Source: an optimization exercise on an open RTL-to-GDS flow (aim: small area, a short achievable clock period and few clock cycles). Production flows keep margins and buffers that such runs may drop.
At most, simulation tests tie the RTL to the original design; equivalence was not proved.
The RTL of run 4 was laid out without a check of its function.
Power figures rest on the tool's default switching activity, not on a simulated workload.

File: flow/design.v
module lz11_dec (
    input  wire        clk,
    input  wire        rst,         
    input  wire        start,       
    input  wire [23:0] ilen,        
    output wire        idle,
    output wire        done,        
    output wire [3:0]  err,         
    input  wire        in_valid,
    input  wire [7:0]  in_data,
    output wire        in_ready,
    output wire        out_valid,
    output wire [7:0]  out_data,
    input  wire        out_ready,
    output wire        hist_re,
    output wire [11:0] hist_raddr,
    input  wire [7:0]  hist_rdata,
    output wire        hist_we,
    output wire [11:0] hist_waddr,
    output wire [7:0]  hist_wdata
);
    reg s_idle;              
    reg s_h0;                
    reg s_h1, s_h2, s_h3;    
    reg s_x0, s_x1, s_x2, s_x3;    
    reg s_main;              
    reg s_b23;               
    reg s_b24;               
    reg s_b34;               
    reg s_last;              
    reg s_chk;               
    reg s_copy;              
    reg s_done;              
    reg [23:0] remain;       
    reg        rz;           
    reg        short;        
    reg [31:0] left;         
    reg        l1, l2;       
    reg [11:0] wp;           
    reg        wrapped;      
    reg [7:0]  flags;        
    reg        fle;          
    reg        fref;         
    reg [16:0] cnt;          
    reg [3:0]  dhi;          
    reg        f3, f4;       
    reg [11:0] rp;           
    reg        d1;           
    reg        bad;          
    reg        lastc;        
    reg [1:0]  ecode;        
    reg        o_lit;        
    reg        o_rdy;        
    reg        o_more;       
    assign idle       = s_idle | s_done;
    assign done       = s_done;
    assign err        = {2'b00, ecode};
    assign in_ready   = o_rdy | (o_lit & out_ready);
    assign out_valid  = s_copy | (o_lit & in_valid);
    assign out_data   = s_copy ? hist_rdata : in_data;
    assign hist_we    = out_valid & out_ready;
    assign hist_waddr = wp;
    assign hist_wdata = out_data;
    assign hist_re    = s_chk | (o_more & out_ready);
    assign hist_raddr = rp;
    wire iv   = in_valid;
    wire take = iv & in_ready;
    wire emit = hist_we;
    wire lit   = !fle & !fref;
    wire tref  = !fle & fref;
    wire fetch = s_x0 | s_x1 | s_x2 | s_x3 | s_main | s_b23 | s_b24 | s_b34 | s_last;
    wire magic = (in_data == 8'h11);
    wire sz0   = ({in_data, left[15:0]} == 24'd0);
    wire xz0   = ({in_data, left[23:0]} == 32'd0);
    wire lit_x = s_main & !rz & lit & iv & out_ready;      
    wire ref_1 = s_main & !rz & tref & iv;                 
    wire flg_x = s_main & !rz & fle & iv;                  
    wire cp_x  = s_copy & out_ready;                       
    wire [11:0] field = {dhi, in_data};
    wire [12:0] diff  = {1'b0, wp} + {1'b1, ~field};    
    wire to_short = (s_h0 & short) | (fetch & rz);
    wire to_inv   = (s_h0 & !short & iv & !magic) | (s_chk & bad);
    wire n_done   = to_short | to_inv | (s_x3 & !rz & iv & xz0) |
                    (lit_x & l1) | (cp_x & lastc & l1);
    wire n_idle   = (s_idle & !start) | s_done;
    wire n_h0     = (s_idle & start) | (s_h0 & !short & !iv);
    wire n_h1     = (s_h0 & !short & iv & magic) | (s_h1 & !iv);
    wire n_h2     = (s_h1 & iv) | (s_h2 & !iv);
    wire n_h3     = (s_h2 & iv) | (s_h3 & !iv);
    wire n_x0     = (s_h3 & iv & sz0) | (s_x0 & !rz & !iv);
    wire n_x1     = (s_x0 & !rz & iv) | (s_x1 & !rz & !iv);
    wire n_x2     = (s_x1 & !rz & iv) | (s_x2 & !rz & !iv);
    wire n_x3     = (s_x2 & !rz & iv) | (s_x3 & !rz & !iv);
    wire n_main   = (s_h3 & iv & !sz0) | (s_x3 & !rz & iv & !xz0) |
                    (s_main & !rz & !(lit_x & l1) & !ref_1) |
                    (cp_x & lastc & !l1);
    wire n_b23    = (ref_1 & (in_data[7:4] == 4'h0)) | (s_b23 & !rz & !iv);
    wire n_b24    = (ref_1 & (in_data[7:4] == 4'h1)) | (s_b24 & !rz & !iv);
    wire n_b34    = (s_b24 & !rz & iv) | (s_b34 & !rz & !iv);
    wire n_last   = (ref_1 & (in_data[7:5] != 3'd0)) | (s_b23 & !rz & iv) |
                    (s_b34 & !rz & iv) | (s_last & !rz & !iv);
    wire n_chk    = s_last & !rz & iv;
    wire n_copy   = (s_chk & !bad) | (s_copy & !(out_ready & lastc));
    wire fl_load  = flg_x | ((s_chk | s_copy) & take);
    wire fl_shift = lit_x | ref_1;
    wire n_fle    = fl_load ? 1'b0 : fl_shift ? (flags[6:0] == 7'd0) : fle;
    wire n_fref   = fl_load ? in_data[7] : fl_shift ? flags[7] : fref;
    wire n_rz     = (s_idle & start) ? (ilen == 24'd0) :
                    take ? (remain == 24'd1) : rz;
    wire n_short  = (s_idle & start) ? (ilen[23:2] == 22'd0) : short;
    wire n_d1     = n_chk ? (field == 12'd0) : d1;
    wire n_lastc  = s_chk ? ((cnt == 17'd0) | l1) :
                    cp_x ? ((cnt == 17'd1) | l2) : lastc;
    always @(posedge clk) begin
        s_idle <= n_idle | rst;
        s_h0   <= n_h0   & !rst;
        s_h1   <= n_h1   & !rst;
        s_h2   <= n_h2   & !rst;
        s_h3   <= n_h3   & !rst;
        s_x0   <= n_x0   & !rst;
        s_x1   <= n_x1   & !rst;
        s_x2   <= n_x2   & !rst;
        s_x3   <= n_x3   & !rst;
        s_main <= n_main & !rst;
        s_b23  <= n_b23  & !rst;
        s_b24  <= n_b24  & !rst;
        s_b34  <= n_b34  & !rst;
        s_last <= n_last & !rst;
        s_chk  <= n_chk  & !rst;
        s_copy <= n_copy & !rst;
        s_done <= n_done & !rst;
        o_lit  <= n_main & !rst & !n_rz & !n_fle & !n_fref;
        o_rdy  <= !rst & ((n_h0 & !n_short) | n_h1 | n_h2 | n_h3 |
                  (!n_rz & (n_x0 | n_x1 | n_x2 | n_x3 | n_b23 | n_b24 | n_b34 | n_last |
                            (n_main & (n_fle | n_fref)) | ((n_chk | n_copy) & n_fle))));
        o_more <= n_copy & !n_lastc & !n_d1;
        if (!s_done)
            ecode <= {to_short | to_inv, to_short};
        rz    <= n_rz;
        fle   <= n_fle;
        fref  <= n_fref;
        d1    <= n_d1;
        lastc <= n_lastc;
        if (s_idle & start) begin
            remain  <= ilen;
            short   <= (ilen[23:2] == 22'd0);
            left    <= 32'd0;
            wp      <= 12'd0;
            wrapped <= 1'b0;
            fle     <= 1'b1;
        end else begin
            if (take)
                remain <= remain - 24'd1;
            if (emit) begin
                left    <= left - 32'd1;
                l1      <= l2;
                l2      <= (left == 32'd3);
                wp      <= wp + 12'd1;
                wrapped <= wrapped | (wp == 12'hfff);
            end
            if (iv) begin
                if (s_h1 | s_x0) left[7:0]   <= in_data;
                if (s_h2 | s_x1) left[15:8]  <= in_data;
                if (s_h3 | s_x2) left[23:16] <= in_data;
                if (s_x3)        left[31:24] <= in_data;
                if (s_h3) begin
                    l1 <= ({in_data, left[15:0]} == 24'd1);
                    l2 <= ({in_data, left[15:0]} == 24'd2);
                end
                if (s_x3) begin
                    l1 <= ({in_data, left[23:0]} == 32'd1);
                    l2 <= ({in_data, left[23:0]} == 32'd2);
                end
            end
        end
        if (fl_load)
            flags <= {in_data[6:0], 1'b1};
        else if (fl_shift)
            flags <= {flags[6:0], 1'b0};
        if (ref_1) begin
            f3 <= (in_data[7:4] == 4'h0);
            f4 <= (in_data[7:4] == 4'h1);
            if (in_data[7:5] == 3'd0)
                cnt <= {9'd0, in_data[3:0], 4'd0};
            else begin
                cnt <= {13'd0, in_data[7:4]};
                dhi <= in_data[3:0];
            end
        end
        if (s_b23 & iv) begin
            cnt[3:0] <= in_data[7:4];
            dhi      <= in_data[3:0];
        end
        if (s_b24 & iv)
            cnt[11:0] <= {cnt[7:4], in_data};
        if (s_b34 & iv) begin
            cnt[15:0] <= {cnt[11:0], in_data[7:4]};
            dhi       <= in_data[3:0];
        end
        if (s_last & iv) begin
            cnt[16:4] <= cnt[16:4] + (f4 ? 13'h11 : f3 ? 13'h1 : 13'h0);
            rp        <= diff[11:0];
            bad       <= !wrapped && diff[12];
        end else if (hist_re)
            rp <= rp + 12'd1;
        if (cp_x)
            cnt <= cnt - 17'd1;
    end
endmodule
File: flow/run.sh
#!/bin/bash
# synth_recipe.tcl (not shown) runs the flow's synth.tcl, then flattens the netlist and writes it again
# the make line also repeats each setting of config.mk as NAME=value (left out here)
make -C /OpenROAD-flow-scripts/flow DESIGN_CONFIG=/design/flow/config.mk WORK_HOME=/design/flow/orfs CLKGATE_MAP_FILE= SYNTH_SCRIPT=/design/flow/synth_recipe.tcl finish
File: flow/config.mk
export PLATFORM = sky130hd
export DESIGN_NAME = lz11_dec
export DESIGN_NICKNAME = lz11_dec
export VERILOG_FILES = /design/flow/design.v
export SDC_FILE = /design/flow/constraint.sdc
export NUM_CORES = 4
export LEC_CHECK = 0
export CAP_MARGIN = 20
export CORE_MARGIN = 2
export CORE_UTILIZATION = 40
export PLACE_DENSITY = 0.6
export SETUP_SLACK_MARGIN = 2.0
export SLEW_MARGIN = 20
File: flow/constraint.sdc
create_clock -name core_clock -period 5.0 [get_ports {clk}]
set_input_delay 1.0000 -clock core_clock [delete_from_list [all_inputs] [get_ports {clk}]]
set_output_delay 1.0000 -clock core_clock [all_outputs]
set_load 0.01 [all_outputs]
==> results.yml, run 1 <==
outcome:
  status: "timing/DRC/antenna clean"
critical_path:
  end_kind: "primary output"
  startpoint: "in_data[6]"
  critPathMaxStageDelay_ps: 470
  critPathLaunchType: "primary input"
  worst-path-max-fanout: 3
  crit_chain: "clkdlybuf4s50_1, buf_6, inv_2, o21ai_2, buf_2"
  r2r_start: "cnt[5]"
  r2r_end: "cnt[15]"
  crit_end: "out_data[6]"
  reg2reg_depth: 6
  critPathArrivalTime_ps: 1960
  rrSetupSlack_ps: 2270
  cp.required_ps: 4000
  crit_type: "primary input to primary output"
  cp_slowest_cell: "clkdlybuf4s50_1"
detailed_routing:
  via_per_inst: 5.54
  firstDrtPassIters: 5
  num_vias: 7639
  drc: 0
  antenna_left: 0
  drt-total-wl_um: 24400
  first_iter_violations: 512
  wl_per_cell_um: 17.7
floorplan:
  start_util_pct: 40.9
  die-area_um2: 22800
  dieWidth_um: 151
  pin_count: 95
  dieHeight_um: 151
  rows: 53
  coreArea_um2: 21200
worst_hold_path:
  hp-class: "flip-flop to flip-flop"
global_route:
  grt_pass1_wl_um: 38700
  grt_max_degree: 81
  grt-ovfl-total: 0
  grt_pass1_vias: 7256
  grt_usage_pct: 21.8
  antenna_found_initial: 0
synth:
  yosysWarnings: 1
  ys_ff_latch: 143
  synth.top_cell.area_share_pct: 24.6
  async_flop_share_pct: 0
  syn_avg_cell_area_um2: 8.61
  netlist_area_um2: 8660
  synth_edf_count: 71
  synth_largest_area_cell: "edfxtp_1"
  synthFlopType: "dfxtp_1"
  ys_seq_area_share_pct: 41.3
  yosysUniqueCellTypes: 68
  netlist_instances: 1006
  synthTopCellsByArea: "edfxtp_1, dfxtp_1, nand2_1"
final_layout:
  n_antenna_cell: 0
  final_cells: 1379
  syn2layout_area_growth_pct: 22.6
  utilization_pct: 50.2
  drive_gt1_share_pct: 12.0
  fillCellCount: 2041
  final_area_um2: 10600
  fin_nets: 1163
timing:
  slew_viol_final: 0
  tightest_slew_ps: 932
  clock.fmax_mhz: 338
  setup_violations: 0
  rsz0062_at_grt: "false"
  skew_ps: 11.2
  slew_headroom_pct: 37.3
  period_needed_ps: 2960
  tns_ps: 0
  hold_viol: 0
  fin_crit_sh_pct: 59.1
placement:
  io_buffers: 92
  hpwlAfterDp_um: 16800
  place_area_um2: 9780
  place_congestion: 0.847
  dp.cells: 1326
clock_network:
  cts_sinks: 143
  cts_tree: "yes"
  clockBufferDepth: 2
  htree_levels: 4
  cts_buffers: 17
  clk_latency_ps: 420
  cts_root_buf: "clkbuf_16"
  clk_pin_slew_ps: 60
power:
  vdd_drop_max_mv: 0.194
  leakagePower_uw: 0.00398
  total_power_uw: 2780
  cellPowerDensity_nw_per_um2: 262
run:
  maxCapViolations: 0
-- metrics by stage --
| stage | setup slack [ps] | hold WS (ps) |
|---|---|---|
| final | 2040 | 482 |
| after global routing | 1980 | 500 |
| after CTS | 1870 | 479 |
| after detailed placement | 1230 | 465 |
| after global placement | 1280 | 455 |
| after floorplan | 1920 | 437 |
-- state kept, by name (all words and copies together), names as in the netlist, 2 cells and up --
signal,count
rp,12
ecode,2
dhi,4
remain,24
wp,12
cnt,17
left,32
flags,8
-- power breakdown --
part | leakage, uW | switching, uW | internal (uW)
registers | 0.00122 | 26.8 | 1260
logic | 0.00246 | 124 | 104
clock network | 0.000293 | 507 | 752
-- worst min-delay path by stage --
stage	startpoint	to	cells after the start
2_1_floorplan	wrapped	wrapped	2
6_report	s_idle	s_idle	2
3_5_place_dp	wrapped	wrapped	2
3_3_place_gp	s_idle	s_idle	2
5_1_grt	flags[0]	flags[0]	1
4_1_cts	s_idle	s_idle	2
-- worst max-delay path: cells and delay by family --
family                 cells  cell delay (ps)
buffers and inverters      4              810
AO/OA/AOI/OAI              1              140
-- layout by cell type (no fill, tap or decap), types with 7 or more instances in the layout --
cell             instances
edfxtp_1                71
inv_1                   30
a211oi_1                20
a21oi_1                 46
nand3b_1                 8
a31oi_1                  8
nor2_1                 101
clkbuf_16               18
nor3_1                  32
or2_2                    9
clkdlybuf4s50_1         67
nand4_1                 15
nand3_1                 21
mux2i_1                  7
buf_6                    9
o21ai_0                 82
buf_2                   15
or4_1                    7
or3_1                   14
xor2_1                  43
a221oi_1                 8
and3_1                  10
dfxtp_1                 71
xnor2_1                 45
nand2_1                120
o21ai_2                  8
o211ai_1                 7
ha_1                    25
nor4_1                  20
buf_4                   25
-- cells by family after synthesis --
logic type	after synthesis	synth area share, %
other	1	0.0433
DFF	143	41.3
muxes	7	0.809
buffers and inverters	99	4.74
xor gates and xnor gates	88	8.90
adders and majority gates	27	3.99
and+or+nand+nor	399	22.7
AOI/OAI and AO/OA	242	17.5
-- cell usage after synthesis, types with 4 or more instances --
library cell	n
a21oi_1	48
a22o_1	6
xor2_1	43
nor2_1	101
nand3_1	21
or3_1	14
buf_4	10
nand2b_1	5
a31oi_1	8
edfxtp_1	71
o211ai_1	7
a22oi_1	4
a211oi_1	20
and2_1	7
nor4_1	20
a311oi_1	6
a221oi_1	8
dfxtp_1	72
nor2b_1	5
o21ai_0	90
or4_1	7
and3_1	10
nor3b_1	6
inv_1	35
xnor2_1	45
clkbuf_1	53
nand2_1	122
nand4_1	15
mux2i_1	7
ha_1	26
or2_2	9
o41ai_1	4
a21o_1	6
nor3_1	33
nand3b_1	8
-- timing repair --
| item | 4_1_cts | 5_1_grt |
|---|---|---|
| cloned | 1 | 0 |
| buffers inserted | 18 | 2 |
| hold buffers | 0 | 0 |
| pin swaps | 12 | 0 |
| setup endpoints to repair | 63 | 23 |
| resized for setup | 116 | 12 |
-- per-layer routing --
metal	routed length [um]	track usage, %	vias up
met3	1050	4.16	24
met5	0	0	-
met4	348	5.56	0
met2	11500	35.2	159
met1	11500	30.2	3647
li1	-	-	3809
-- cell type report --
cell class                      instances  area (um2)  share of cell area, %
Inverter                               35         135                   1.27
Multi-Input combinational cell        765        4780                   45.0
Timing Repair Buffer                  129        1210                   11.4
Clock buffer                           23         499                   4.70
Tap cell                              275         344                   3.24
Clock inverter                          9        77.6                  0.731
Sequential cell                       143        3570                   33.7
Testbench counts, summed over its fixed seeds: cycles 274,677.
==> run 2: changes to the inputs <==
--- a/flow/config.mk
+++ b/flow/config.mk
@@ -8,6 +8,6 @@
 export CAP_MARGIN = 20
 export CORE_MARGIN = 2
-export CORE_UTILIZATION = 40
-export PLACE_DENSITY = 0.6
-export SETUP_SLACK_MARGIN = 2.0
+export CORE_UTILIZATION = 60
+export PLACE_DENSITY = 0.7
+export SETUP_SLACK_MARGIN = 2.5
 export SLEW_MARGIN = 20
==> results.yml, run 2 <==
timing:
  fin_crit_sh_pct: 51.5
  rsz0062_at_grt: "true"
  slew_headroom_pct: 49.7
  hold_viol: 0
  tns_ps: 0
  skew_ps: 8.52
  holdWs_ps: 484
  period_needed_ps: 2570
  tightest_slew_ps: 754
  clock.fmax_mhz: 388
  slew_viol_final: 0
  setup_violations: 0
synth:
  netlist_instances: 1006
  synth.top_cell.area_share_pct: 24.6
  ys_seq_area_share_pct: 41.3
  synth_edf_count: 71
  yosysWarnings: 1
  synth_commonest_cells: "nand2_1, nor2_1, o21ai_0"
  yosysUniqueCellTypes: 68
  synth_largest_area_cell: "edfxtp_1"
  synthTopCellsByArea: "edfxtp_1, dfxtp_1, nand2_1"
  syn_avg_cell_area_um2: 8.61
  async_flop_share_pct: 0
  yosysMostFrequentCell: "nand2_1"
  netlist_area_um2: 8660
  ys_ff_latch: 143
  synthFlopType: "dfxtp_1"
final_layout:
  largest_register: "left"
  final_cells: 1276
  fin_nets: 1155
  layout_commonest_cell: "nand2_1"
  mostFrequentLayoutCells: "nand2_1, nor2_1, o21ai_0"
  n_antenna_cell: 0
  largest_reg_flops: 32
  reg.largest.list: "left x32, remain x24, cnt x17"
  utilization_pct: 76.6
  syn2layout_area_growth_pct: 23.7
  drive_gt1_share_pct: 15.2
power:
  vdd_drop_max_mv: 0.239
  total_power_uw: 2770
  cellPowerDensity_nw_per_um2: 258
  leakagePower_uw: 0.00398
floorplan:
  start_util_pct: 61.9
  rows: 43
  die-area_um2: 15400
  dieWidth_um: 124
  coreArea_um2: 14000
  dieHeight_um: 124
  pin_count: 95
run:
  maxCapViolations: 0
detailed_routing:
  wl_per_cell_um: 18.9
  firstDrtPassIters: 5
  antenna_left: 0
  drt-total-wl_um: 24100
  num_vias: 7979
  first_iter_violations: 842
  via_per_inst: 6.25
  drc: 0
outcome:
  status: "timing/DRC/antenna clean"
clock_network:
  cts_tree: "yes"
  htree_levels: 4
  cts_buffers: 17
  clk_latency_ps: 430
  cts_root_buf: "clkbuf_16"
  clockBufferDepth: 2
  clk_pin_slew_ps: 50
  cts_sinks: 143
critical_path:
  critPathArrivalTime_ps: 1570
  rrSetupSlack_ps: 2480
  critPathLaunchType: "primary input"
  cp.required_ps: 4000
  end_kind: "primary output"
  worst-path-max-fanout: 4
  crit_type: "primary input to primary output"
global_route:
  grt_max_degree: 65
  grt_pass1_wl_um: 37500
  grt_usage_pct: 31.5
  grt_pass1_vias: 7362
  grt-ovfl-total: 0
  antenna_found_initial: 0
placement:
  dp.cells: 1224
  io_buffers: 92
  hpwlAfterDp_um: 16200
  place_congestion: 0.888
worst_hold_path:
  hp-class: "flip-flop to flip-flop"
run 2: changes by cell type in the layout (fill, tap and decap cells not counted), sizes merged:
| cell | before | now |
|---|---|---|
| clkdlybuf4s50 | 67 | 53 |
| buf | 52 | 58 |
| clkdlybuf4s15 | 3 | 8 |
| dlygate4sd2 | 6 | 1 |
| clkinv | 5 | 7 |
| inv | 37 | 35 |
| bufbuf | 1 | 0 |
| clkinvlp | 1 | 2 |
run 2: power breakdown:
group | total [uW] | internal (uW) | switching [uW]
logic | 233 | 104 | 130
clock network | 1240 | 739 | 500
registers | 1290 | 1260 | 30.6
run 2: cell families (layout without fill, tap and decap cells):
| family | Yosys count | after routing | synth area share [%] |
|---|---|---|---|
| AND/OR/NAND/NOR | 399 | 399 | 22.7 |
| AO/OA/AOI/OAI | 242 | 242 | 17.5 |
| flip-flops | 143 | 143 | 41.3 |
| buffers and inverters | 99 | 188 | 4.74 |
| XOR/XNOR | 88 | 88 | 8.90 |
| adder cells (fa/ha/maj) | 27 | 27 | 3.99 |
| multiplexers | 7 | 7 | 0.809 |
| other | 1 | 2 | 0.0433 |
run 2: final timing paths:
path | endpoint | start | cells after the start
min | d1 | d1 | 2
min reg2reg | d1 | d1 | 2
max reg2reg | left[30] | left[6] | 6
max | hist_we | in_valid | 5
run 2: area by class of cell:
| type | instances | area, um2 |
|---|---|---|
| inverters | 35 | 155 |
| fillers | 989 | 3280 |
| flip-flops and latches | 143 | 3580 |
| well taps | 180 | 225 |
| repair inverters | 1 | 5.00 |
| clock buffers | 23 | 489 |
| repair buffers | 120 | 1190 |
| multi-input cells | 765 | 4980 |
| clock inverters | 9 | 82.6 |
run 2: timing repair:
| item | 4_1_cts | 5_1_grt |
|---|---|---|
| cloned | 1 | 0 |
| hold buffers | 0 | 0 |
| setup endpoints to repair | 189 | 45 |
| resized for setup | 213 | 37 |
| setup buffers | 12 | 7 |
| pin swaps | 16 | 14 |
run 2: critical path, cell delays in order:
cell and delay (ps):
buf_8 100, a21o_4 240, nand2_8 90, inv_8 30, buf_6 110
run 2: routing by layer:
layer | global-route usage [%] | vias up | wire length, um
met3 | 7.65 | 52 | 2160
met2 | 49.1 | 403 | 10900
met5 | 0 | - | 0
li1 | - | 3794 | -
met4 | 10.5 | 0 | 544
met1 | 43.2 | 3730 | 10500
run 2: metrics by stage:
step	cell area, um2	setup WS [ps]
after global routing	10700	2340
final	10700	2430
after global placement	9710	1210
after CTS	10500	2410
after detailed placement	9710	1200
after floorplan	8890	2020
==> run 3: changes to the inputs <==
--- a/flow/config.mk
+++ b/flow/config.mk
@@ -8,6 +8,6 @@
 export CAP_MARGIN = 20
 export CORE_MARGIN = 2
-export CORE_UTILIZATION = 60
-export PLACE_DENSITY = 0.7
-export SETUP_SLACK_MARGIN = 2.5
+export CORE_UTILIZATION = 40
+export PLACE_DENSITY = 0.6
+export SETUP_SLACK_MARGIN = 2.4
 export SLEW_MARGIN = 20
==> results.yml, run 3 <==
power:
  vdd_drop_max_mv: 0.246
  leakagePower_uw: 0.00400
  total_power_uw: 2780
  cellPowerDensity_nw_per_um2: 258
synth:
  async_flop_share_pct: 0
  netlist_instances: 1006
  synthFlopType: "dfxtp_1"
  yosysMostFrequentCell: "nand2_1"
  synth_top_family_by_area: "simple AND/OR/NAND/NOR gates"
  ys_seq_area_share_pct: 41.3
  synth_commonest_cells: "nand2_1, nor2_1, o21ai_0"
  syn_avg_cell_area_um2: 8.61
  synthSimpleGateAreaFrac_pct: 22.7
  netlist_area_um2: 8660
  yosysWarnings: 1
  synthAdderAreaFrac_pct: 3.99
  synth_compound_area_share_pct: 17.5
  yosysUniqueCellTypes: 68
  synth_edf_count: 71
  synthTopCellsByArea: "edfxtp_1, dfxtp_1, nand2_1"
  muxShareOfSynthArea_pct: 0.809
  synthXorXnorAreaFrac_pct: 8.90
  ys_ff_latch: 143
  synth.top_cell.area_share_pct: 24.6
  synth_largest_area_cell: "edfxtp_1"
placement:
  io_buffers: 92
  place_congestion: 0.832
  hpwlAfterDp_um: 17000
final_layout:
  layout_commonest_cell: "nand2_1"
  largest_register: "left"
  n_antenna_cell: 0
  syn2layout_area_growth_pct: 24.4
  largest_reg_flops: 32
  fin_nets: 1162
  reg.largest.list: "left x32, remain x24, cnt x17"
  fillCellCount: 2008
  drive_gt1_share_pct: 15.0
  mostFrequentLayoutCells: "nand2_1, nor2_1, o21ai_0"
worst_hold_path:
  hp-class: "flip-flop to flip-flop"
  hold_depth: 2
timing:
  skew_ps: 9.15
  tns_ps: 0
  slew_viol_final: 0
  rsz0062_at_grt: "true"
  hold_viol: 0
  setup_violations: 0
  fin_crit_sh_pct: 52.6
  period_needed_ps: 2630
  clock.fmax_mhz: 381
  tightest_slew_ps: 858
  holdWs_ps: 476
  slew_headroom_pct: 42.3
clock_network:
  cts_sinks: 143
  cts_buffers: 17
  cts_root_buf: "clkbuf_16"
  htree_levels: 4
  clockBufferDepth: 2
  cts_tree: "yes"
  clk_latency_ps: 430
  clk_pin_slew_ps: 60
critical_path:
  worst-path-max-fanout: 6
  rrSetupSlack_ps: 2510
  cp.required_ps: 4000
  reg2reg_depth: 6
  crit_type: "primary input to primary output"
  end_kind: "primary output"
  critPathLaunchType: "primary input"
  critPathArrivalTime_ps: 1630
floorplan:
  rows: 53
  pin_count: 95
  die-area_um2: 22800
  dieWidth_um: 151
  start_util_pct: 40.9
  dieHeight_um: 151
  coreArea_um2: 21200
global_route:
  grt_pass1_wl_um: 38900
  grt-ovfl-total: 0
  antenna_found_initial: 1
  grt_max_degree: 41
  grt_usage_pct: 21.9
  grt_pass1_vias: 7181
detailed_routing:
  via_per_inst: 5.58
  drc: 0
  antenna_left: 0
  first_iter_violations: 405
  firstDrtPassIters: 5
  num_vias: 7684
  wl_per_cell_um: 17.9
  drt-total-wl_um: 24700
run:
  maxCapViolations: 0
outcome:
  status: "timing/DRC/antenna clean"
-- run 3: cell count changes in the layout (fill, tap and decap cells not counted), sizes merged --
cell           delta
clkdlybuf4s15     -8
clkbuf            -3
clkinv            +3
bufbuf            +1
inv               -1
dlygate4sd2       +7
clkinvlp          +1
clkdlybuf4s50     +1
buf               +6
-- run 3: layer usage --
metal  wire, um  global-route usage (%)  up-vias
met5         13                       0        -
met4        384                    5.89        2
met3       1160                    4.22       35
met2      11700                    34.9      165
met1      11400                    30.6     3679
li1           -                       -     3803
-- run 3: worst paths after layout --
path | from | to
setup reg to reg | left[6] | left[20]
hold reg to reg | s_idle | s_idle
hold / removal | s_idle | s_idle
setup / recovery | in_valid | hist_we
-- run 3: worst max-delay path: stages --
cell and delay (ps):
buf_8 110, a21o_4 240, nand2_8 90, clkinv_8 60
buf_6 120
-- run 3: final cells by class --
cell class / instances / area [um2] / area share (%)
multi-input cells: 765 / 4930 / 45.8
flip-flops and latches: 143 / 3580 / 33.2
repair buffers: 127 / 1160 / 10.8
clock buffers: 20 / 479 / 4.45
well taps: 275 / 344 / 3.19
inverters: 35 / 161 / 1.50
clock inverters: 12 / 105 / 0.976
repair inverters: 1 / 5.00 / 0.0465
-- run 3: where the power goes --
group          total, uW  switching, uW  internal [uW]
clock               1260            520            744
combinational        228            126            102
sequential          1290           28.2           1260
total               2780            674           2110
-- run 3: timing repair --
action,CTS,global route
setup buffers,8,16
pin swaps,9,14
hold endpoints to repair,0,0
cloned,2,0
hold buffers,0,0
endpoints found under the setup margin,146,65
resized for setup,177,39
-- run 3: kinds of logic after synthesis --
logic type,count (synthesis)
AOI/OAI and AO/OA,242
other,1
adders and majority gates,27
DFF,143
and+or+nand+nor,399
buffers and inverters,99
xor gates and xnor gates,88
muxes,7
-- run 3: stage by stage --
step / instance area (um2) / std cells / setup slack, ps / util (%)
2_1_floorplan: 8790 / 1007 / 2020 / -
3_3_place_gp: 9790 / 1320 / 1150 / 46.3
3_5_place_dp: 9790 / 1320 / 1020 / 46.3
4_1_cts: 10500 / 1362 / 2250 / 49.5
5_1_grt: 10800 / 1378 / 2340 / 50.9
6_report: 10800 / 1378 / 2370 / 50.9
==> run 4: changes to the inputs <==
--- a/flow/design.v
+++ b/flow/design.v
@@ -36,5 +36,4 @@
     reg        short;        
     reg [31:0] left;         
-    reg        l1, l2;       
     reg [11:0] wp;           
     reg        wrapped;      
@@ -65,4 +64,7 @@
     assign hist_raddr = rp;
     wire iv   = in_valid;
+    wire lhz  = (left[31:2] == 30'd0);
+    wire l1   = lhz & (left[1:0] == 2'd1);
+    wire l2   = lhz & (left[1:0] == 2'd2);
     wire take = iv & in_ready;
     wire emit = hist_we;
@@ -110,6 +112,7 @@
     wire n_short  = (s_idle & start) ? (ilen[23:2] == 22'd0) : short;
     wire n_d1     = n_chk ? (field == 12'd0) : d1;
-    wire n_lastc  = s_chk ? ((cnt == 17'd0) | l1) :
-                    cp_x ? ((cnt == 17'd1) | l2) : lastc;
+    wire cnt0     = (cnt == 17'd0);
+    wire n_lastc  = s_chk ? ((cnt0 & !f3 & !f4) | l1) :
+                    cp_x ? ((cnt == 17'd1) & !f3 & !f4) | l2 : lastc;
     always @(posedge clk) begin
         s_idle <= n_idle | rst;
@@ -154,6 +157,4 @@
             if (emit) begin
                 left    <= left - 32'd1;
-                l1      <= l2;
-                l2      <= (left == 32'd3);
                 wp      <= wp + 12'd1;
                 wrapped <= wrapped | (wp == 12'hfff);
@@ -164,12 +165,4 @@
                 if (s_h3 | s_x2) left[23:16] <= in_data;
                 if (s_x3)        left[31:24] <= in_data;
-                if (s_h3) begin
-                    l1 <= ({in_data, left[15:0]} == 24'd1);
-                    l2 <= ({in_data, left[15:0]} == 24'd2);
-                end
-                if (s_x3) begin
-                    l1 <= ({in_data, left[23:0]} == 32'd1);
-                    l2 <= ({in_data, left[23:0]} == 32'd2);
-                end
             end
         end
@@ -199,11 +192,16 @@
         end
         if (s_last & iv) begin
-            cnt[16:4] <= cnt[16:4] + (f4 ? 13'h11 : f3 ? 13'h1 : 13'h0);
             rp        <= diff[11:0];
             bad       <= !wrapped && diff[12];
         end else if (hist_re)
             rp <= rp + 12'd1;
-        if (cp_x)
-            cnt <= cnt - 17'd1;
+        if (cp_x) begin
+            if (cnt0) begin
+                cnt <= {8'd0, f4, 8'h0f};
+                f3  <= 1'b0;
+                f4  <= 1'b0;
+            end else
+                cnt <= cnt - 17'd1;
+        end
     end
 endmodule
--- a/flow/config.mk
+++ b/flow/config.mk
@@ -8,6 +8,6 @@
 export CAP_MARGIN = 20
 export CORE_MARGIN = 2
-export CORE_UTILIZATION = 40
-export PLACE_DENSITY = 0.6
-export SETUP_SLACK_MARGIN = 2.4
+export CORE_UTILIZATION = 60
+export PLACE_DENSITY = 0.7
+export SETUP_SLACK_MARGIN = 2.5
 export SLEW_MARGIN = 20
==> results.yml, run 4 <==
power:
  leakagePower_uw: 0.00388
  vdd_drop_max_mv: 0.182
  total_power_uw: 2990
  cellPowerDensity_nw_per_um2: 286
placement:
  hpwlAfterDp_um: 16400
  place_congestion: 0.977
  place_area_um2: 9240
  io_buffers: 92
floorplan:
  pin_count: 95
  dieWidth_um: 121
  die-area_um2: 14600
  coreArea_um2: 13300
  start_util_pct: 61.5
  rows: 42
  dieHeight_um: 121
clock_network:
  cts_buffers: 17
  cts_root_buf: "clkbuf_16"
  clk_latency_ps: 430
  clockBufferDepth: 2
  ctsHoldBuffers: 0
  cts_tree: "yes"
  htree_levels: 4
  cts_sinks: 141
  clk_pin_slew_ps: 60
detailed_routing:
  wl_met1_um: 9780
  route.met2.wl_um: 11600
  met3_length_um: 1880
  num_vias: 7710
  first_iter_violations: 682
  firstDrtPassIters: 7
  wl_per_cell_um: 19.5
  via_per_inst: 6.26
  topRoutingLayerUsed: "met4"
  drc: 0
  antenna_left: 0
  drt-total-wl_um: 24000
final_layout:
  utilization_pct: 78.6
  syn2layout_area_growth_pct: 27.8
  reg.largest.list: "left x32, remain x24, cnt x17"
  multi_input_area_um2: 4720
  fillCellCount: 886
  largest_reg_flops: 32
  largest_register: "left"
  drive_gt1_share_pct: 19.7
  final_area_um2: 10400
  layout_commonest_cell: "nor2_1"
  seqCellArea_um2: 3510
  fin_nets: 1111
  n_antenna_cell: 0
  mostFrequentLayoutCells: "nor2_1, nand2_1, edfxtp_1"
critical_path:
  cp.required_ps: 5160
  worst-path-max-fanout: 3
  end_kind: "flip-flop"
  reg2reg_depth: 6
  crit_type: "primary input to flip-flop"
  critPathLaunchType: "primary input"
  critPathArrivalTime_ps: 2860
synth:
  yosysUniqueCellTypes: 67
  synthSimpleGateAreaFrac_pct: 23.1
  synth.top_cell.area_share_pct: 24.6
  synthTopCellsByArea: "edfxtp_1, dfxtp_1, xnor2_1"
  synth_edf_count: 67
  synth_compound_area_share_pct: 16.4
  netlist_instances: 943
  muxShareOfSynthArea_pct: 0.750
  synthXorXnorAreaFrac_pct: 8.90
  async_flop_share_pct: 0
  netlist_area_um2: 8170
  synth_commonest_cells: "nor2_1, nand2_1, o21ai_0"
  synth_top_family_by_area: "simple AND/OR/NAND/NOR gates"
  yosysMostFrequentCell: "nor2_1"
  yosysWarnings: 1
  ys_seq_area_share_pct: 42.7
  syn_avg_cell_area_um2: 8.67
  synth_largest_area_cell: "edfxtp_1"
  synthFlopType: "dfxtp_1"
  synthAdderAreaFrac_pct: 3.61
  ys_ff_latch: 141
worst_hold_path:
  hold_depth: 2
  hp-class: "flip-flop to flip-flop"
global_route:
  grt_pass1_wl_um: 37500
  antenna_found_initial: 0
  grt-ovfl-total: 0
  grt_max_degree: 86
  grt_pass1_vias: 7351
  grt_usage_pct: 32.9
timing:
  period_needed_ps: 2690
  holdWs_ps: 472
  tightest_slew_ps: 829
  fin_crit_sh_pct: 53.9
  tns_ps: 0
  hold_viol: 0
  slew_headroom_pct: 44.6
  slew_viol_final: 0
  setup_violations: 0
  rsz0062_at_grt: "true"
  skew_ps: 6.89
  clock.fmax_mhz: 371
outcome:
  status: "timing/DRC/antenna clean"
run:
  maxCapViolations: 0
==> run 4: cell types whose count changed after synthesis, moves of 6 or more <==
cell	before	now
xor2_1	43	31
a21oi_1	48	41
xnor2_1	45	52
nand3_1	21	33
clkbuf_1	53	39
o21ai_0	90	79
a221oi_1	8	2
or3_1	14	8
nand2_1	122	97
nor2_1	101	115
a211oi_1	20	33
==> run 4: path summary, 6_finish.rpt <==
| check | to | slack, ps | startpoint |
|---|---|---|---|
| min | flags[0] | 470 | flags[0] |
| min reg2reg | flags[0] | 470 | flags[0] |
| max | rp[8] | 2310 | in_data[1] |
| max reg2reg | o_rdy | 2420 | left[12] |
==> run 4: cell families (layout without fill, tap and decap cells) <==
group,Yosys count,in the layout
mux,6,6
xor+xnor,83,83
other cells,1,2
compound gates,215,215
flops,141,141
fa+ha+maj,23,23
simple gates,389,389
buf+inv,85,197
==> run 4: power by group <==
part           internal, uW  total [uW]  switching (uW)
sequential             1270        1330            54.4
clock                   796        1300             506
combinational           153         358             205
total                  2220        2990             766
==> run 4: stage by stage <==
step | worst slack, ps | std cells
global route | 2260 | 1232
global placement | 1180 | 1166
floorplan | 2020 | 944
finish | 2310 | 1232
CTS | 2330 | 1219
detailed placement | 1140 | 1166
==> run 4: per-layer routing <==
layer	up-vias	GRT usage [%]
met5	-	0
met1	3651	43.6
met3	68	5.80
met2	371	53.1
met4	0	14.0
li1	3620	-
==> run 4: what timing repair did <==
item / 4_1_cts / 5_1_grt
pin swaps: 26 / 22
endpoints found under the hold margin: 0 / 0
setup endpoints to repair: 155 / 77
setup buffers: 21 / 13
gates resized for setup: 234 / 45
==> run 4: layout make-up <==
| type | instances | area share, % |
|---|---|---|
| Clock buffer | 18 | 4.21 |
| Clock inverter | 14 | 1.59 |
| Inverter | 32 | 1.31 |
| Multi-Input combinational cell | 718 | 45.2 |
| Sequential cell | 141 | 33.6 |
| Tap cell | 176 | 2.11 |
| Timing Repair Buffer | 133 | 11.9 |
==> run 4: worst max-delay path, stage by stage <==
cell        delay [ps]
buf_6               70
buf_6              110
clkinvlp_4          90
buf_6              140
fa_2               390
a21o_1             180
a21oi_2            170
o21a_1             160
o21bai_1           100
a2111oi_1          350
nor3b_1            110
==> run 5: changes to the inputs <==
--- a/flow/design.v
+++ b/flow/design.v
@@ -23,5 +23,7 @@
     reg s_h0;                
     reg s_h1, s_h2, s_h3;    
+    reg s_h4;                
     reg s_x0, s_x1, s_x2, s_x3;    
+    reg s_x4;                
     reg s_main;              
     reg s_b23;               
@@ -73,6 +75,5 @@
     wire fetch = s_x0 | s_x1 | s_x2 | s_x3 | s_main | s_b23 | s_b24 | s_b34 | s_last;
     wire magic = (in_data == 8'h11);
-    wire sz0   = ({in_data, left[15:0]} == 24'd0);
-    wire xz0   = ({in_data, left[23:0]} == 32'd0);
+    wire l0    = lhz & (left[1:0] == 2'd0);
     wire lit_x = s_main & !rz & lit & iv & out_ready;      
     wire ref_1 = s_main & !rz & tref & iv;                 
@@ -83,5 +84,5 @@
     wire to_short = (s_h0 & short) | (fetch & rz);
     wire to_inv   = (s_h0 & !short & iv & !magic) | (s_chk & bad);
-    wire n_done   = to_short | to_inv | (s_x3 & !rz & iv & xz0) |
+    wire n_done   = to_short | to_inv | (s_x4 & l0) |
                     (lit_x & l1) | (cp_x & lastc & l1);
     wire n_idle   = (s_idle & !start) | s_done;
@@ -90,9 +91,11 @@
     wire n_h2     = (s_h1 & iv) | (s_h2 & !iv);
     wire n_h3     = (s_h2 & iv) | (s_h3 & !iv);
-    wire n_x0     = (s_h3 & iv & sz0) | (s_x0 & !rz & !iv);
+    wire n_h4     = s_h3 & iv;
+    wire n_x0     = (s_h4 & (left[23:0] == 24'd0)) | (s_x0 & !rz & !iv);
     wire n_x1     = (s_x0 & !rz & iv) | (s_x1 & !rz & !iv);
     wire n_x2     = (s_x1 & !rz & iv) | (s_x2 & !rz & !iv);
     wire n_x3     = (s_x2 & !rz & iv) | (s_x3 & !rz & !iv);
-    wire n_main   = (s_h3 & iv & !sz0) | (s_x3 & !rz & iv & !xz0) |
+    wire n_x4     = s_x3 & !rz & iv;
+    wire n_main   = (s_h4 & (left[23:0] != 24'd0)) | (s_x4 & !l0) |
                     (s_main & !rz & !(lit_x & l1) & !ref_1) |
                     (cp_x & lastc & !l1);
@@ -121,8 +124,10 @@
         s_h2   <= n_h2   & !rst;
         s_h3   <= n_h3   & !rst;
+        s_h4   <= n_h4   & !rst;
         s_x0   <= n_x0   & !rst;
         s_x1   <= n_x1   & !rst;
         s_x2   <= n_x2   & !rst;
         s_x3   <= n_x3   & !rst;
+        s_x4   <= n_x4   & !rst;
         s_main <= n_main & !rst;
         s_b23  <= n_b23  & !rst;
==> results.yml, run 5 <==
outcome:
  status: "timing/DRC/antenna clean"
floorplan:
  die-area_um2: 14800
  start_util_pct: 62.0
  dieHeight_um: 121
  dieWidth_um: 121
  coreArea_um2: 13300
  rows: 42
  pin_count: 95
final_layout:
  mostFrequentLayoutCells: "nand2_1, nor2_1, o21ai_0"
  seqCellArea_um2: 3550
  reg.largest.list: "left x32, remain x24, cnt x17"
  multi_input_area_um2: 4740
  n_antenna_cell: 0
  final_area_um2: 10500
  layout_commonest_cell: "nand2_1"
  fin_nets: 1113
  drive_gt1_share_pct: 16.5
  fillCellCount: 886
  syn2layout_area_growth_pct: 26.8
  largest_register: "left"
  final_cells: 1234
  largest_reg_flops: 32
power:
  pwr-share-clk_pct: 48.7
  p_int_uw: 2310
  vdd_drop_max_mv: 0.246
  leakagePower_uw: 0.00392
  power.switching_uw: 638
  power.share.sequential_pct: 43.4
  pwr-share-comb_pct: 7.9
  cellPowerDensity_nw_per_um2: 281
  sw_frac_of_total_pct: 21.6
global_route:
  grt-ovfl-total: 0
  top_usage_layer: "met2"
  antenna_found_initial: 0
  grt_pass1_vias: 7279
  grt_max_degree: 55
  grt_pass1_wl_um: 36800
  use_met2_pct: 52.5
  grt_util_met1_pct: 41.5
  grt_usage_pct: 31.8
  use_met3_pct: 6.16
synth:
  netlist_instances: 952
  synthTopCellsByArea: "edfxtp_1, dfxtp_1, o21ai_0"
  syn_avg_cell_area_um2: 8.70
  synth.top_cell.area_share_pct: 24.3
  ys_seq_area_share_pct: 42.7
  yosysUniqueCellTypes: 69
  async_flop_share_pct: 0
  yosysMostFrequentCell: "nand2_1"
  yosysWarnings: 1
  synth_edf_count: 67
  synthFlopType: "dfxtp_1"
  ys_ff_latch: 143
  netlist_area_um2: 8280
  synth_largest_area_cell: "edfxtp_1"
  synth_commonest_cells: "nand2_1, nor2_1, o21ai_0"
timing:
  slew_headroom_pct: 40.0
  rsz0062_at_grt: "true"
  period_needed_ps: 2640
  setup_violations: 0
  skew_ps: 7.01
  hold_viol: 0
  clock.fmax_mhz: 379
  slew_viol_final: 0
  fin_crit_sh_pct: 52.8
  tns_ps: 0
  tightest_slew_ps: 898
detailed_routing:
  drc: 0
  num_vias: 7739
  via_per_inst: 6.27
  firstDrtPassIters: 6
  first_iter_violations: 725
  antenna_left: 0
  wl_per_cell_um: 19.0
  drt-total-wl_um: 23400
critical_path:
  worst-path-max-fanout: 4
  end_kind: "primary output"
  critPathLaunchType: "primary input"
  critPathArrivalTime_ps: 1640
  crit_type: "primary input to primary output"
  cp.required_ps: 4000
clock_network:
  cts_sinks: 143
  clk_latency_ps: 420
  clk_pin_slew_ps: 60
  cts_tree: "yes"
  cts_root_buf: "clkbuf_16"
  htree_levels: 4
  clockBufferDepth: 2
  cts_buffers: 17
placement:
  place_area_um2: 9350
  place_congestion: 0.907
  dp.cells: 1177
  io_buffers: 92
  hpwlAfterDp_um: 15900
worst_hold_path:
  hp-class: "flip-flop to flip-flop"
run:
  maxCapViolations: 0
run 5: cell types whose count changed in the layout (fill, tap and decap cells not counted), sizes merged, moves of 4 or more:
cell,delta
nand2,+17
nor2,-13
buf,-9
nand3,-9
o21ai,+9
a211oi,-8
xor2,+8
or3,+6
nand3b,+4
nand4,-4
nor3,+4
or2,-4
run 5: what timing repair did:
| action | CTS | global route |
|---|---|---|
| cloned | 0 | 1 |
| resized for setup | 213 | 44 |
| setup endpoints to repair | 172 | 62 |
| buffers inserted | 14 | 10 |
| pin swaps | 18 | 20 |
| hold buffers | 0 | 0 |
run 5: through the flow:
stage                     hold slack [ps]  util, %  setup WS [ps]  total power, uW
after detailed placement              468     70.1           1100             1510
after floorplan                       437        -           2020             1420
final                                 480     78.7           2360             2950
after global routing                  498     78.7           2280             3020
after CTS                             482     76.6           2350             2940
after global placement                454     70.1           1190             1500
run 5: path summary, 6_finish.rpt:
check              from     endpoint  slack, ps  cells past startpoint
max          in_data[1]  out_data[1]       2360                      5
min             wrapped      wrapped        480                      2
max reg2reg  remain[10]   remain[23]       2590                      6
min reg2reg     wrapped      wrapped        480                      2
run 5: power groups by stage:
stage | clock [uW] | sequential, uW | combinational (uW)
after global routing | 1490 | 1280 | 250
after detailed placement | 0 | 1300 | 203
after floorplan | 0 | 1300 | 126
after global placement | 0 | 1300 | 199
final | 1440 | 1280 | 233
after CTS | 1440 | 1280 | 216
run 5: critical path: stages:
cell        delay, ps
buf_6              70
buf_6             120
clkinvlp_4        150
o21ai_2           150
buf_2             150
run 5: layer usage:
layer | part of all wire [%] | vias to the layer above | routed length [um]
met1 | 40 | 3676 | 9470
met5 | 0 | - | 0
met3 | 8.9 | 69 | 2090
li1 | - | 3598 | -
met2 | 48 | 396 | 11200
met4 | 3.0 | 0 | 714
run 5: final cells by class:
| type | count | share of cell area (%) |
|---|---|---|
| multi-input cells | 725 | 45.1 |
| repair buffers | 124 | 11.3 |
| inverters | 34 | 1.39 |
| clock buffers | 19 | 4.31 |
| flip-flops and latches | 143 | 33.8 |
| clock inverters | 13 | 2.05 |
| well taps | 176 | 2.10 |
run 5: cell families after synthesis:
logic type      Yosys count  share of synthesized area [%]
simple gates            389                           23.1
compound gates          215                           16.1
flops                   143                           42.7
xor+xnor                 88                           9.31
buf+inv                  86                           4.37
fa+ha+maj                23                           3.57
mux                       7                          0.861
other cells               1                         0.0453
Testbench counts of run 5, summed over its fixed seeds: cycles 274,869.
==> run 6: changes to the inputs <==
--- a/flow/config.mk
+++ b/flow/config.mk
@@ -9,4 +9,6 @@
 export CORE_MARGIN = 2
 export CORE_UTILIZATION = 60
+export CTS_BUF_LIST = sky130_fd_sc_hd__clkbuf_8
+export CTS_CLUSTER_SIZE = 30
 export PLACE_DENSITY = 0.7
 export SETUP_SLACK_MARGIN = 2.5
==> results.yml, run 6 <==
outcome:
  status: "timing/DRC/antenna clean"
clock_network:
  clk_pin_slew_ps: 70
  cts_buffers: 17
  clk_latency_ps: 450
  cts_tree: "yes"
  clockBufferDepth: 2
  cts_sinks: 143
  cts_root_buf: "clkbuf_8"
  htree_levels: 4
final_layout:
  drive_gt1_share_pct: 15.9
  multi_input_area_um2: 4670
  fillCellCount: 952
  final_cells: 1231
  reg.largest.list: "left x32, remain x24, cnt x17"
  mostFrequentLayoutCells: "nand2_1, nor2_1, o21ai_0"
  seqCellArea_um2: 3550
  layout_commonest_cell: "nand2_1"
  largest_reg_flops: 32
  largest_register: "left"
  n_antenna_cell: 0
  syn2layout_area_growth_pct: 23.3
  fin_nets: 1110
synth:
  synthFlopType: "dfxtp_1"
  syn_avg_cell_area_um2: 8.70
  synthTopCellsByArea: "edfxtp_1, dfxtp_1, o21ai_0"
  synth_edf_count: 67
  ys_seq_area_share_pct: 42.7
  yosysMostFrequentCell: "nand2_1"
  yosysWarnings: 1
  async_flop_share_pct: 0
  ys_ff_latch: 143
  yosysUniqueCellTypes: 69
  synth.top_cell.area_share_pct: 24.3
  synth_largest_area_cell: "edfxtp_1"
  netlist_instances: 952
  synth_commonest_cells: "nand2_1, nor2_1, o21ai_0"
  netlist_area_um2: 8280
global_route:
  grt_max_degree: 55
  grt_usage_pct: 30.8
  grt_pass1_wl_um: 35600
  antenna_found_initial: 0
  grt_pass1_vias: 7177
  grt-ovfl-total: 0
detailed_routing:
  topRoutingLayerUsed: "met4"
  drc: 0
  drt-total-wl_um: 22900
  route.met2.wl_um: 11000
  wl_met1_um: 9500
  met3_length_um: 1960
  wl_per_cell_um: 18.6
  firstDrtPassIters: 5
  via_per_inst: 6.24
  antenna_left: 0
  first_iter_violations: 751
  num_vias: 7676
critical_path:
  rrSetupSlack_ps: 2590
  worst-path-max-fanout: 3
  critPathArrivalTime_ps: 1710
  critPathLaunchType: "primary input"
  cp.required_ps: 4000
  crit_type: "primary input to primary output"
  r2r_start: "remain[10]"
  end_kind: "primary output"
  reg2reg_depth: 6
  r2r_end: "remain[23]"
floorplan:
  start_util_pct: 62.0
  rows: 42
  coreArea_um2: 13300
  dieHeight_um: 121
  die-area_um2: 14800
  pin_count: 95
  dieWidth_um: 121
run:
  maxCapViolations: 0
timing:
  period_needed_ps: 2710
  slew_headroom_pct: 41.8
  holdWs_ps: 485
  skew_ps: 13.7
  clock.fmax_mhz: 369
  tns_ps: 0
  fin_crit_sh_pct: 54.2
  rsz0062_at_grt: "true"
  tightest_slew_ps: 871
  hold_viol: 0
  slew_viol_final: 0
  setup_violations: 0
worst_hold_path:
  hp-class: "flip-flop to flip-flop"
  hold_depth: 2
  hp-start: "wrapped"
  min_to: "wrapped"
placement:
  io_buffers: 92
  hpwlAfterDp_um: 15900
  dp.cells: 1177
  place_congestion: 0.907
power:
  leakagePower_uw: 0.00380
  total_power_uw: 2610
  vdd_drop_max_mv: 0.245
  cellPowerDensity_nw_per_um2: 256
==> run 6: worst max path at each step <==
stage / start / endpoint / depth (start not counted)
6_report: in_data[1] / out_data[1] / 6
5_1_grt: in_data[1] / hist_wdata[1] / 6
4_1_cts: in_data[1] / out_data[1] / 6
3_5_place_dp: in_data[0] / rp[8] / 10
3_3_place_gp: in_data[0] / rp[8] / 10
2_1_floorplan: in_data[0] / rp[8] / 10
==> run 6: area by class of cell <==
class	instances	area share, %
inverters	34	1.46
multi-input cells	725	45.7
clock buffers	19	2.56
flip-flops and latches	143	34.8
repair buffers	121	11.2
clock inverters	13	2.11
well taps	176	2.16
==> run 6: report_power, final <==
group	leakage (uW)	switching (uW)	total, uW	internal (uW)
logic	0.00231	126	227	101
clock network	0.000232	441	1100	663
registers	0.00126	24.4	1280	1250
==> run 6: stage by stage <==
| step | area [um2] | utilization [%] | setup WS (ps) |
|---|---|---|---|
| finish | 10200 | 76.5 | 2290 |
| global route | 10200 | 76.5 | 2270 |
| CTS | 9990 | 74.9 | 2320 |
| detailed placement | 9350 | 70.1 | 1100 |
| global placement | 9350 | 70.1 | 1190 |
| floorplan | 8490 | - | 2020 |
==> run 6: cell families (layout without fill, tap and decap cells) <==
family                   count (synthesis)  count (layout)  share of synthesized area, %
AND/OR/NAND/NOR                        389             390                          23.1
other                                    1               2                        0.0453
XOR/XNOR                                88              88                          9.31
buffers and inverters                   86             187                          4.37
adder cells (fa/ha/maj)                 23              23                          3.57
multiplexers                             7               7                         0.861
AO/OA/AOI/OAI                          215             215                          16.1
flip-flops                             143             143                          42.7
==> run 6: routing by layer <==
metal | up-vias | GRT usage, %
met1 | 3681 | 40.7
met5 | - | 0
li1 | 3587 | -
met4 | 0 | 10.5
met2 | 363 | 51.3
met3 | 45 | 5.31
==> run 6: what timing repair did <==
action	in CTS	in global routing
buffers inserted	13	8
gates resized for setup	203	38
endpoints found under the setup margin	168	61
hold buffers	0	0
gates cloned	0	1
pin swaps	13	16
==> run 6: critical path, stage by stage <==
cell and delay [ps]:
buf_6 70, buf_6 120, clkinvlp_4 130, buf_6 140
o21ai_2 110, buf_2 140
==> run 7: changes to the inputs <==
==> flow/flow/run.sh (new file) <==
#!/bin/bash
# The standard layout (standard.sh: the standard flow's synthesis and ORFS steps), except
# that the port buffers are inserted as buf_1 cells instead of the default
# buffer the flow picks (clkdlybuf4s50_1); timing repair still resizes them.
set -euo pipefail
export BUFFER_PORTS_ARGS="-buffer_cell sky130_fd_sc_hd__buf_1"
bash standard.sh > standard.log 2>&1
==> flow/standard.sh (new file) <==
#!/bin/bash
# synth_recipe.tcl (not shown) runs the flow's synth.tcl, then flattens the netlist and writes it again
# the make line also repeats each setting of config.mk as NAME=value (left out here)
make -C /OpenROAD-flow-scripts/flow DESIGN_CONFIG=/design/flow/config.mk WORK_HOME=/design/flow/orfs CLKGATE_MAP_FILE= SYNTH_SCRIPT=/design/flow/synth_recipe.tcl "${@:-finish}"
removed: flow/run.sh
==> results.yml, run 7 <==
detailed_routing:
  drc: 0
  antenna_left: 0
  via_per_inst: 6.12
  drt-total-wl_um: 22200
  wl_per_cell_um: 18.0
  first_iter_violations: 549
  firstDrtPassIters: 5
  num_vias: 7546
timing:
  fin_crit_sh_pct: 53.5
  clock.fmax_mhz: 374
  hold_viol: 0
  tightest_slew_ps: 951
  rsz0062_at_grt: "true"
  setup_violations: 0
  slew_headroom_pct: 36.2
  holdWs_ps: 490
  tns_ps: 0
  skew_ps: 8.34
  period_needed_ps: 2670
  slew_viol_final: 0
synth:
  netlist_area_um2: 8280
  ys_ff_latch: 143
  ys_seq_area_share_pct: 42.7
  yosysUniqueCellTypes: 69
  synth_commonest_cells: "nand2_1, nor2_1, o21ai_0"
  yosysMostFrequentCell: "nand2_1"
  yosysWarnings: 1
  synth_largest_area_cell: "edfxtp_1"
  synth_edf_count: 67
  netlist_instances: 952
  synth.top_cell.area_share_pct: 24.3
  async_flop_share_pct: 0
  syn_avg_cell_area_um2: 8.70
  synthFlopType: "dfxtp_1"
  synthTopCellsByArea: "edfxtp_1, dfxtp_1, o21ai_0"
critical_path:
  crit_type: "primary input to primary output"
  end_kind: "primary output"
  worst-path-max-fanout: 4
  cp.required_ps: 4000
  critPathLaunchType: "primary input"
  critPathArrivalTime_ps: 1670
placement:
  place_congestion: 0.880
  place_area_um2: 8750
  hpwlAfterDp_um: 15600
  io_buffers: 92
final_layout:
  layout_commonest_cell: "nand2_1"
  fillCellCount: 997
  final_area_um2: 9860
  mostFrequentLayoutCells: "nand2_1, nor2_1, o21ai_0, dfxtp_1, edfxtp_1"
  multi_input_area_um2: 4620
  n_antenna_cell: 0
  seqCellArea_um2: 3540
  largest_reg_flops: 32
  reg.largest.list: "left x32, remain x24, cnt x17"
  largest_register: "left"
  utilization_pct: 73.8
  syn2layout_area_growth_pct: 19.0
  fin_nets: 1113
  drive_gt1_share_pct: 14.5
global_route:
  antenna_found_initial: 0
  grt-ovfl-total: 0
  grt_pass1_wl_um: 34800
  grt_pass1_vias: 7056
  grt_max_degree: 64
  grt_usage_pct: 30.1
power:
  vdd_drop_max_mv: 0.199
  p_int_uw: 1950
  pwr-share-clk_pct: 41.6
  leakagePower_uw: 0.00363
  power.switching_uw: 608
  sw_frac_of_total_pct: 23.8
  cellPowerDensity_nw_per_um2: 260
  power.share.sequential_pct: 49.9
  pwr-share-comb_pct: 8.5
run:
  maxCapViolations: 0
clock_network:
  clockBufferDepth: 2
  cts_root_buf: "clkbuf_8"
  htree_levels: 4
  cts_buffers: 17
  clk_latency_ps: 460
  cts_sinks: 143
  clk_pin_slew_ps: 80
  cts_tree: "yes"
floorplan:
  rows: 42
  dieHeight_um: 121
  start_util_pct: 62.0
  coreArea_um2: 13300
  die-area_um2: 14800
  pin_count: 95
  dieWidth_um: 121
worst_hold_path:
  hp-class: "flip-flop to flip-flop"
outcome:
  status: "timing/DRC/antenna clean"
run 7: cell types whose count changed in the layout (fill, tap and decap cells not counted), moves of 5 or more:
cell	change
buf_12	+5
buf_1	+65
dfxtp_1	+10
clkdlybuf4s50_1	-53
dfxtp_2	-9
run 7: power by group through the flow:
| stage | clock network, uW | logic, uW | registers (uW) |
|---|---|---|---|
| 5_1_grt | 1130 | 235 | 1280 |
| 3_3_place_gp | 0 | 167 | 1300 |
| 3_5_place_dp | 0 | 172 | 1300 |
| 4_1_cts | 1080 | 192 | 1280 |
| 6_report | 1070 | 216 | 1280 |
| 2_1_floorplan | 0 | 126 | 1300 |
run 7: worst paths after layout:
check,startpoint,endpoint,slack (ps),cells past startpoint
max reg2reg,left[22],o_rdy,2570,6
min reg2reg,wrapped,wrapped,490,2
min,wrapped,wrapped,490,2
max,in_data[1],hist_wdata[1],2330,5
run 7: timing repair:
item	in CTS	in global routing
gates cloned	0	2
resized for setup	67	52
pin swaps	6	17
endpoints found under the setup margin	111	60
buffers inserted	9	18
hold buffers	0	0
run 7: stage by stage:
step | power [uW] | instances | worst slack, ps
6_report | 2560 | 1234 | 2330
2_1_floorplan | 1420 | 953 | 2020
5_1_grt | 2640 | 1234 | 2280
3_3_place_gp | 1470 | 1173 | 1460
3_5_place_dp | 1480 | 1173 | 1400
4_1_cts | 2540 | 1214 | 2320
run 7: routing by layer:
layer	part of all wire, %	GRT usage (%)	vias to the layer above	wire, um
li1	-	-	3606	-
met1	43	39.3	3581	9520
met2	48	50.6	322	10800
met3	6.5	4.84	37	1450
met4	2.1	10.6	0	473
met5	0	0	-	0
run 7: worst max-delay path: stages:
cell,delay [ps]
buf_1,90
buf_6,130
clkinvlp_4,140
o21ai_2,160
buf_2,150
run 7: cell type report:
type	count	share of cell area, %
multi-input combinational	724	46.9
sequential	143	35.9
timing repair buffer	125	8.82
clock buffer	18	2.51
tap	176	2.23
clock inverter	14	2.17
inverter	34	1.46
run 7: kinds of logic after synthesis:
family / count (synthesis) / share of synthesized area (%)
AOI/OAI and AO/OA: 215 / 16.1
xor gates and xnor gates: 88 / 9.31
adders and majority gates: 23 / 3.57
buffers and inverters: 86 / 4.37
DFF: 143 / 42.7
muxes: 7 / 0.861
other: 1 / 0.0453
and+or+nand+nor: 389 / 23.1
==> run 8: changes to the inputs <==
--- a/flow/config.mk
+++ b/flow/config.mk
@@ -9,6 +9,4 @@
 export CORE_MARGIN = 2
 export CORE_UTILIZATION = 60
-export CTS_BUF_LIST = sky130_fd_sc_hd__clkbuf_8
-export CTS_CLUSTER_SIZE = 30
 export PLACE_DENSITY = 0.7
 export SETUP_SLACK_MARGIN = 2.5
==> results.yml, run 8 <==
outcome:
  status: "timing/DRC/antenna clean"
timing:
  skew_ps: 6.07
  slew_headroom_pct: 36.9
  slew_viol_final: 0
  period_needed_ps: 2680
  fin_crit_sh_pct: 53.6
  tns_ps: 0
  hold_viol: 0
  setup_violations: 0
  rsz0062_at_grt: "true"
  tightest_slew_ps: 940
  clock.fmax_mhz: 373
  setup_ws_ps: 2320
synth:
  synth.top_cell.area_share_pct: 24.3
  synth_largest_area_cell: "edfxtp_1"
  synth_edf_count: 67
  syn_avg_cell_area_um2: 8.70
  synthTopCellsByArea: "edfxtp_1, dfxtp_1, o21ai_0"
  ys_ff_latch: 143
  ys_seq_area_share_pct: 42.7
  synth_commonest_cells: "nand2_1, nor2_1, o21ai_0"
  yosysMostFrequentCell: "nand2_1"
  yosysWarnings: 1
  yosysUniqueCellTypes: 69
  netlist_area_um2: 8280
  synthFlopType: "dfxtp_1"
  netlist_instances: 952
  async_flop_share_pct: 0
final_layout:
  n_antenna_cell: 0
  reg.largest.list: "left x32, remain x24, cnt x17"
  fin_nets: 1112
  drive_gt1_share_pct: 14.8
  mostFrequentLayoutCells: "nand2_1, nor2_1, o21ai_0"
  syn2layout_area_growth_pct: 21.0
  layout_commonest_cell: "nand2_1"
  largest_register: "left"
  largest_reg_flops: 32
clock_network:
  cts_sinks: 143
  cts_buffers: 17
  clockBufferDepth: 2
  clk_pin_slew_ps: 60
  htree_levels: 4
  cts_tree: "yes"
  clk_latency_ps: 430
  cts_root_buf: "clkbuf_16"
critical_path:
  cp.required_ps: 4000
  critPathLaunchType: "primary input"
  critPathArrivalTime_ps: 1680
  crit_type: "primary input to primary output"
  cp_slowest_cell: "o21ai_2"
  path_delay_family: "buffers and inverters"
  worst-path-max-fanout: 4
  critPathBufInv: 4
  crit_chain: "buf_1, buf_6, clkinvlp_4, o21ai_2, buf_2"
  end_kind: "primary output"
  critPathMaxStageDelay_ps: 160
detailed_routing:
  drc: 0
  antenna_left: 0
  firstDrtPassIters: 7
  drt-total-wl_um: 22600
  wl_per_cell_um: 18.3
  first_iter_violations: 458
  via_per_inst: 6.15
  num_vias: 7580
placement:
  hpwlAfterDp_um: 15600
  place_ws_ps: 1400
  io_buffers: 92
  place_congestion: 0.880
power:
  total_power_uw: 2820
  vdd_drop_max_mv: 0.225
  leakagePower_uw: 0.00370
  cellPowerDensity_nw_per_um2: 282
global_route:
  grt_usage_pct: 30.5
  grt_max_degree: 64
  grt_pass1_wl_um: 35100
  grt_pass1_vias: 7095
  grt-ovfl-total: 0
  antenna_found_initial: 0
floorplan:
  start_util_pct: 62.0
  dieWidth_um: 121
  rows: 42
  coreArea_um2: 13300
  dieHeight_um: 121
  die-area_um2: 14800
  pin_count: 95
worst_hold_path:
  hp-class: "flip-flop to flip-flop"
run:
  maxCapViolations: 0
run 8: cell counts after synthesis:
Identical to the previous run, type by type.
run 8: area by class of cell:
cell class,count,area (um2)
multi-input combinational,724,4640
clock buffer,23,543
sequential,143,3540
inverter,34,144
timing repair buffer,124,846
fill,968,3330
clock inverter,9,90.1
tap,176,220
run 8: worst register-to-register path, cell delays in order (launching register included):
cell and delay, ps:
dfxtp_1 330, nor4_1 560, and4_1 400, a32oi_1 140, a211o_1 330, a2111oi_1 430, o31ai_1 100
run 8: timing repair:
item | CTS | global route
gates resized for setup | 77 | 40
hold buffers | 0 | 0
pin swaps | 11 | 14
buffers inserted | 10 | 16
endpoints found under the setup margin | 120 | 53
cloned | 0 | 2
run 8: power by group:
part	leakage (uW)	switching (uW)	internal, uW
sequential	0.00125	23.3	1260
clock	0.000303	506	820
combinational	0.00214	126	89.9
total	0.00370	656	2170
run 8: cells by family (layout without fill, tap and decap cells):
| family | Yosys count | after routing | synth area share (%) |
|---|---|---|---|
| multiplexers | 7 | 7 | 0.861 |
| other | 1 | 2 | 0.0453 |
| AND/OR/NAND/NOR | 389 | 389 | 23.1 |
| buffers and inverters | 86 | 190 | 4.37 |
| adder cells (fa/ha/maj) | 23 | 23 | 3.57 |
| AO/OA/AOI/OAI | 215 | 215 | 16.1 |
| flip-flops | 143 | 143 | 42.7 |
| XOR/XNOR | 88 | 88 | 9.31 |
run 8: path summary, 6_finish.rpt:
path | from | end | slack [ps] | cells past startpoint
max | in_data[1] | hist_wdata[1] | 2320 | 5
min | wrapped | wrapped | 490 | 2
max reg2reg | left[22] | o_rdy | 2550 | 6
min reg2reg | wrapped | wrapped | 490 | 2
run 8: layer usage:
| metal | GRT usage, % | up-vias | routed length, um |
|---|---|---|---|
| li1 | - | 3602 | - |
| met1 | 38.9 | 3609 | 9410 |
| met2 | 51.0 | 306 | 10900 |
| met3 | 6.02 | 63 | 1540 |
| met4 | 12.1 | 0 | 816 |
| met5 | 0 | - | 0 |
run 8: stage by stage:
step,area [um2],hold WS (ps),cells,util (%)
global placement,8750,449,1173,65.5
CTS,9650,494,1215,72.3
floorplan,8490,437,953,-
global route,10000,508,1233,75.1
finish,10000,485,1233,75.1
detailed placement,8750,479,1173,65.5

re-timing with driven ports:
How much do the figures lean on ideal ports? The routed layouts below were timed once more, with nothing changed but the port constraints.
Step 1 (the two cells are an assumption about what drives the block):
set clk [get_ports {clk}]
set_driving_cell -lib_cell sky130_fd_sc_hd__clkbuf_16 $clk
set_driving_cell -lib_cell sky130_fd_sc_hd__buf_2 [delete_from_list [all_inputs] $clk]
Step 2 adds t to the input delays and takes it off the output delays; t is the mean of the earliest and latest rising clock arrival at the registers after step 1. Input paths then give back, and output paths get back, about the clock's delay inside the block.
Slacks: ideal / step 1 / step 2; pairs: ideal / step 1.
| run | shift t [ns] | slack for setup (ns) | worst setup path at the end | worst slew at a driven data input, ns |
|---|---|---|---|---|
| run 1 | 0.466 | 2.045 / 2.019 / 1.666 | input to register | 0.04 |
| run 2 | 0.472 | 2.426 / 2.380 / 2.006 | input to register | 0.08 |
| run 3 | 0.472 | 2.372 / 2.334 / 1.941 | input to register | 0.06 |
| run 4 | 0.467 | 2.306 / 2.287 / 1.837 | input to register | 0.06 |
| run 5 | 0.459 | 2.362 / 2.321 / 1.923 | input to register | 0.07 |
| run 6 | 0.484 | 2.289 / 2.248 / 1.869 | input to register | 0.08 |
| run 7 | 0.491 | 2.325 / 2.263 / 1.897 | input to register | 0.19 |
| run 8 | 0.467 | 2.322 / 2.254 / 1.848 | input to register | 0.20 |
After both steps setup and hold are still met in every run listed. The setup slack of run 8, which loses most, moves by -0.068 ns with the drivers and by -0.474 ns with both steps.
